Background: an optimization exercise with open tools, aiming at small area, a short achievable clock period and few clock cycles. Do not read the settings as production practice.
RTL that was checked went through simulation tests only; none was proved equivalent to the original.

==> 07-20 <==
Design psyn_core, start of the top module:
module psyn_core (
    input  wire        clk,
    input  wire        rst,
    input  wire        op_valid,
    input  wire        op_tick,
    input  wire [31:0] op_word,
    output wire        op_ready,
    output wire        resp_valid,
    output wire [2:0]  resp_status,
    output wire [15:0] resp_sample
);
clock: 90.0 ns
lec_check: 0
abc_area: 1
cap_margin: 20
core_margin: 2
core_utilization: 65
cts_buf_list: sky130_fd_sc_hd__clkbuf_8
cts_cluster_diameter: 45
cts_cluster_size: 16
slew_margin: 20
run.sh (not shown) runs the stock make flow with config.mk's settings and CLKGATE_MAP_FILE= SYNTH_SCRIPT=/design/flow/synth_recipe.tcl, a recipe that flattens the netlist after the stock synthesis.
==> 12-23: changes against 07-20 <==
--- a/flow/design.v
+++ b/flow/design.v
@@ -1073,10 +1073,11 @@
     reg [15:0] remaining;
     reg [15:0] lfsr;
     wire [15:0] lfsr_next = {lfsr[14:0], lfsr[15] ^ lfsr[13] ^ lfsr[12] ^ lfsr[10]};
     reg [3:0]  clr_cnt;    
     wire       clearing = (clr_cnt != 4'd0);
+    reg        rst_d;      
     reg        run;        
     reg        mproc;      
     reg signed [18:0] acc;
     reg        dv_busy;
     reg [2:0]  dv_cnt;
@@ -1141,10 +1142,14 @@
     wire selAS = (c_kind == K_ASTEP);
     wire selA  = (c_kind == K_AMSRC);
     wire selSC = (c_kind == K_ASCALE);
     wire selIV = (c_kind == K_SINT);
     wire [2:0] w_off = src_dis ? 3'd0 : (c_val[2:0] - c_chan[2:0]);
+    wire       clrA   = clearing || rst_d;
+    wire [15:0] wdat  = clrA ? 16'd0 : c_val;
+    wire       w_en   = !clrA && !src_dis;
+    wire [2:0] w_offc = clrA ? 3'd0 : w_off;
     function [15:0] dstep;
         input [15:0] r;
         input        b;
         input [15:0] d;
         reg   [16:0] x;
@@ -1275,11 +1280,11 @@
     wire [49:0] bl1a = csa(brow0, brow1, brow2);
     wire [49:0] bl1b = csa(brow3, brow4, bcor);
     wire [49:0] bl2  = csa(bl1a[24:0], bl1a[49:25], bl1b[24:0]);
     wire [49:0] bl3  = csa(bl2[24:0], bl2[49:25], bl1b[49:25]);
     wire signed [24:0] prod = bl3[24:0] + bl3[49:25];
-    wire [40:0] pext = {{16{prod[24]}}, prod};
+    wire [55:0] pext = {{31{prod[24]}}, prod};
     wire [15:0] shw  = pext >> SC0;
     reg  [9:0]  psame;     
     integer     pj;
     always @(*) begin
         psame[9] = 1'b1;
@@ -1336,11 +1341,10 @@
     reg [7:0]  dl_v;
     reg [23:0] dl_st;
     reg        rv_q;
     reg [2:0]  rst_q;
     reg [15:0] rs_q;
-    reg        rst_d;      
     assign resp_valid  = rv_q;
     assign resp_status = rst_q;
     assign resp_sample = rs_q;
     wire wbA = dv_wb && !dv_port;
     wire wbB = dv_wb && dv_port;
@@ -1370,39 +1374,23 @@
             if (selP)  begin rPE[3] <= !src_dis; rPD[3*3 +: 3] <= w_off; end
             if (selA)  begin rAE[3] <= !src_dis; rAD[3*3 +: 3] <= w_off; end
         end
         if (wbB)
             rC[16*3 +: 16] <= dv_r2;
-        if (clearing || rst_d) begin
-            rF[16*7 +: 16]  <= 16'd0;
-            rFS[16*7 +: 16] <= 16'd0;
-            rIV[16*7 +: 16] <= 16'd0;
-            rC[16*7 +: 16]  <= 16'd0;
-            rAM[8*7 +: 8]   <= 8'd0;
-            rAS[8*7 +: 8]   <= 8'd0;
-            rSC[5*7 +: 5]   <= 5'd0;
-            rPE[7]          <= 1'b0;
-            rPD[3*7 +: 3]   <= 3'd0;
-            rAE[7]          <= 1'b0;
-            rAD[3*7 +: 3]   <= 3'd0;
-            rLS[16*7 +: 16] <= 16'd0;
-            rT[16*7 +: 16]  <= 16'd0;
-        end else begin
-            rF[16*7 +: 16]  <= (wrA && selF)  ? c_val : nF;
-            rT[16*7 +: 16]  <= (wrA && selF)  ? 16'd0 : nT;
-            rC[16*7 +: 16]  <= wbA ? dv_r2 : (wrA && (selF || selIV)) ? 16'd0 : nC;
-            rFS[16*7 +: 16] <= (wrA && selFS) ? c_val : FS0;
-            rIV[16*7 +: 16] <= (wrA && selIV) ? c_val : IV0;
-            rAM[8*7 +: 8]   <= (wrA && selAM) ? c_val[7:0] : nAM;
-            rAS[8*7 +: 8]   <= (wrA && selAS) ? c_val[7:0] : nAS;
-            rSC[5*7 +: 5]   <= (wrA && selSC) ? c_val[4:0] : SC0;
-            rPE[7]          <= (wrA && selP)  ? !src_dis : rPE[0];
-            rPD[3*7 +: 3]   <= (wrA && selP)  ? w_off : PD0;
-            rAE[7]          <= (wrA && selA)  ? !src_dis : rAE[0];
-            rAD[3*7 +: 3]   <= (wrA && selA)  ? w_off : AD0;
-            rLS[16*7 +: 16] <= nLS;
-        end
+        rF[16*7 +: 16]  <= (clrA || (wrA && selF))  ? wdat : nF;
+        rT[16*7 +: 16]  <= (clrA || (wrA && selF))  ? 16'd0 : nT;
+        rC[16*7 +: 16]  <= wbA ? dv_r2 : (clrA || (wrA && (selF || selIV))) ? 16'd0 : nC;
+        rFS[16*7 +: 16] <= (clrA || (wrA && selFS)) ? wdat : FS0;
+        rIV[16*7 +: 16] <= (clrA || (wrA && selIV)) ? wdat : IV0;
+        rAM[8*7 +: 8]   <= (clrA || (wrA && selAM)) ? wdat[7:0] : nAM;
+        rAS[8*7 +: 8]   <= (clrA || (wrA && selAS)) ? wdat[7:0] : nAS;
+        rSC[5*7 +: 5]   <= (clrA || (wrA && selSC)) ? wdat[4:0] : SC0;
+        rPE[7]          <= (clrA || (wrA && selP))  ? w_en : rPE[0];
+        rPD[3*7 +: 3]   <= (clrA || (wrA && selP))  ? w_offc : PD0;
+        rAE[7]          <= (clrA || (wrA && selA))  ? w_en : rAE[0];
+        rAD[3*7 +: 3]   <= (clrA || (wrA && selA))  ? w_offc : AD0;
+        rLS[16*7 +: 16] <= clrA ? 16'd0 : nLS;
         p2_fm <= mod125_16(f3);
         p2_tm <= mod125_16(t3);
         p2_a  <= plo[7:0];
         p1_a  <= p2_a;
         p1_d  <= dd;
Settings changed: CAP_MARGIN 20 to 10, CORE_UTILIZATION 65 to 75, PLACE_DENSITY set to 0.75, SLEW_MARGIN 20 to 10.
==> 04-05: changes against 07-20 <==
--- a/flow/design.v
+++ b/flow/design.v
@@ -1073,10 +1073,11 @@
     reg [15:0] remaining;
     reg [15:0] lfsr;
     wire [15:0] lfsr_next = {lfsr[14:0], lfsr[15] ^ lfsr[13] ^ lfsr[12] ^ lfsr[10]};
     reg [3:0]  clr_cnt;    
     wire       clearing = (clr_cnt != 4'd0);
+    reg        rst_d;      
     reg        run;        
     reg        mproc;      
     reg signed [18:0] acc;
     reg        dv_busy;
     reg [2:0]  dv_cnt;
@@ -1141,10 +1142,14 @@
     wire selAS = (c_kind == K_ASTEP);
     wire selA  = (c_kind == K_AMSRC);
     wire selSC = (c_kind == K_ASCALE);
     wire selIV = (c_kind == K_SINT);
     wire [2:0] w_off = src_dis ? 3'd0 : (c_val[2:0] - c_chan[2:0]);
+    wire       clrA   = clearing || rst_d;
+    wire [15:0] wdat  = clrA ? 16'd0 : c_val;
+    wire       w_en   = !clrA && !src_dis;
+    wire [2:0] w_offc = clrA ? 3'd0 : w_off;
     function [15:0] dstep;
         input [15:0] r;
         input        b;
         input [15:0] d;
         reg   [16:0] x;
@@ -1275,11 +1280,11 @@
     wire [49:0] bl1a = csa(brow0, brow1, brow2);
     wire [49:0] bl1b = csa(brow3, brow4, bcor);
     wire [49:0] bl2  = csa(bl1a[24:0], bl1a[49:25], bl1b[24:0]);
     wire [49:0] bl3  = csa(bl2[24:0], bl2[49:25], bl1b[49:25]);
     wire signed [24:0] prod = bl3[24:0] + bl3[49:25];
-    wire [40:0] pext = {{16{prod[24]}}, prod};
+    wire [55:0] pext = {{31{prod[24]}}, prod};
     wire [15:0] shw  = pext >> SC0;
     reg  [9:0]  psame;     
     integer     pj;
     always @(*) begin
         psame[9] = 1'b1;
@@ -1336,11 +1341,10 @@
     reg [7:0]  dl_v;
     reg [23:0] dl_st;
     reg        rv_q;
     reg [2:0]  rst_q;
     reg [15:0] rs_q;
-    reg        rst_d;      
     assign resp_valid  = rv_q;
     assign resp_status = rst_q;
     assign resp_sample = rs_q;
     wire wbA = dv_wb && !dv_port;
     wire wbB = dv_wb && dv_port;
@@ -1370,39 +1374,23 @@
             if (selP)  begin rPE[3] <= !src_dis; rPD[3*3 +: 3] <= w_off; end
             if (selA)  begin rAE[3] <= !src_dis; rAD[3*3 +: 3] <= w_off; end
         end
         if (wbB)
             rC[16*3 +: 16] <= dv_r2;
-        if (clearing || rst_d) begin
-            rF[16*7 +: 16]  <= 16'd0;
-            rFS[16*7 +: 16] <= 16'd0;
-            rIV[16*7 +: 16] <= 16'd0;
-            rC[16*7 +: 16]  <= 16'd0;
-            rAM[8*7 +: 8]   <= 8'd0;
-            rAS[8*7 +: 8]   <= 8'd0;
-            rSC[5*7 +: 5]   <= 5'd0;
-            rPE[7]          <= 1'b0;
-            rPD[3*7 +: 3]   <= 3'd0;
-            rAE[7]          <= 1'b0;
-            rAD[3*7 +: 3]   <= 3'd0;
-            rLS[16*7 +: 16] <= 16'd0;
-            rT[16*7 +: 16]  <= 16'd0;
-        end else begin
-            rF[16*7 +: 16]  <= (wrA && selF)  ? c_val : nF;
-            rT[16*7 +: 16]  <= (wrA && selF)  ? 16'd0 : nT;
-            rC[16*7 +: 16]  <= wbA ? dv_r2 : (wrA && (selF || selIV)) ? 16'd0 : nC;
-            rFS[16*7 +: 16] <= (wrA && selFS) ? c_val : FS0;
-            rIV[16*7 +: 16] <= (wrA && selIV) ? c_val : IV0;
-            rAM[8*7 +: 8]   <= (wrA && selAM) ? c_val[7:0] : nAM;
-            rAS[8*7 +: 8]   <= (wrA && selAS) ? c_val[7:0] : nAS;
-            rSC[5*7 +: 5]   <= (wrA && selSC) ? c_val[4:0] : SC0;
-            rPE[7]          <= (wrA && selP)  ? !src_dis : rPE[0];
-            rPD[3*7 +: 3]   <= (wrA && selP)  ? w_off : PD0;
-            rAE[7]          <= (wrA && selA)  ? !src_dis : rAE[0];
-            rAD[3*7 +: 3]   <= (wrA && selA)  ? w_off : AD0;
-            rLS[16*7 +: 16] <= nLS;
-        end
+        rF[16*7 +: 16]  <= (clrA || (wrA && selF))  ? wdat : nF;
+        rT[16*7 +: 16]  <= (clrA || (wrA && selF))  ? 16'd0 : nT;
+        rC[16*7 +: 16]  <= wbA ? dv_r2 : (clrA || (wrA && (selF || selIV))) ? 16'd0 : nC;
+        rFS[16*7 +: 16] <= (clrA || (wrA && selFS)) ? wdat : FS0;
+        rIV[16*7 +: 16] <= (clrA || (wrA && selIV)) ? wdat : IV0;
+        rAM[8*7 +: 8]   <= (clrA || (wrA && selAM)) ? wdat[7:0] : nAM;
+        rAS[8*7 +: 8]   <= (clrA || (wrA && selAS)) ? wdat[7:0] : nAS;
+        rSC[5*7 +: 5]   <= (clrA || (wrA && selSC)) ? wdat[4:0] : SC0;
+        rPE[7]          <= (clrA || (wrA && selP))  ? w_en : rPE[0];
+        rPD[3*7 +: 3]   <= (clrA || (wrA && selP))  ? w_offc : PD0;
+        rAE[7]          <= (clrA || (wrA && selA))  ? w_en : rAE[0];
+        rAD[3*7 +: 3]   <= (clrA || (wrA && selA))  ? w_offc : AD0;
+        rLS[16*7 +: 16] <= clrA ? 16'd0 : nLS;
         p2_fm <= mod125_16(f3);
         p2_tm <= mod125_16(t3);
         p2_a  <= plo[7:0];
         p1_a  <= p2_a;
         p1_d  <= dd;
==> flow_summary.toml <==
[cells_and_area]
layout-drive-gt1-share = 0.05489
seq_share = 0.4099

[synthesis]
syn_area_um2 = 62520
yosysTopAreaCellShare = 0.3887

[route]
dr_wl_met3_um = 14040

[floorplan]
die_x_um = 292.7
tap_cells = 1070

[timing]
whs_ns = 0.2524
clock.fmax_mhz = 50.78

[power]
power_frac_comb = 0.278
power.density_nw_per_um2 = 21.17
clkPwrFrac = 0.247

[outcome]
status = "no timing/DRC/antenna violations"

[placed_design]
placed_area_um2 = 63740
# the run above: 12-23

==> flow_summary.toml <==
[timing]
clock.fmax_mhz = 50.77

[synthesis]
syn_area_um2 = 62520

[floorplan]
die_x_um = 314.1

[power]
clkPwrFrac = 0.258
power.density_nw_per_um2 = 21.14

[outcome]
status = "no timing/DRC/antenna violations"

[placed_design]
placed_area_um2 = 64020

[route]
dr_wl_met3_um = 9736
# the run above: 04-05

==> flow_summary.toml <==
[outcome]
status = "no timing/DRC/antenna violations"

[power]
clkPwrFrac = 0.298
power_frac_comb = 0.201

[route]
route.met2.wl_um = 72390
dr_wl_met3_um = 11660

[timing]
setup_tns_ns = 0
whs_ns = 0.2859
clock.fmax_mhz = 50.84

[floorplan]
die_x_um = 314.8
tap_cells = 1265

[worst_setup_path]
arrival_ns = 1.67

[synthesis]
yosysTopAreaCellShare = 0.3871
# the run above: 07-20

Testbench counts of 12-23, summed over its fixed seeds: cycles 24,032.
Testbench counts of 04-05, summed over its fixed seeds: cycles 24,032.
For 07-20, only the layout was checked, not whether the RTL still works.

## afterwards: timing with drivers on the ports
The flow's constraints put no driver on any port. The routed layouts listed below were extracted and timed again, unchanged, in two steps. Step 1 assumes that a clkbuf_16 drives the clock port and a buf_2 every other input. Step 2 also shifts input and output timing later by t, the mid clock arrival at the registers, as if the neighbouring blocks saw the same clock. Slacks: ideal ports / drivers / drivers and shift; pairs: ideal ports / drivers.
| run | t, ns | slack for setup (ns) | clock arrival spread, ns |
|---|---|---|---|
| 07-20 | 0.853 | 70.332 / 70.266 / 70.310 | 0.074 / 0.074 |
| 12-23 | 0.857 | 70.307 / 70.237 / 70.329 | 0.093 / 0.094 |
| 04-05 | 0.871 | 70.303 / 70.229 / 70.365 | 0.089 / 0.089 |
After both steps every run listed still meets setup and hold. For 07-20, which loses most, drivers alone change the setup slack by -0.066 ns; drivers and shift together by -0.022 ns.
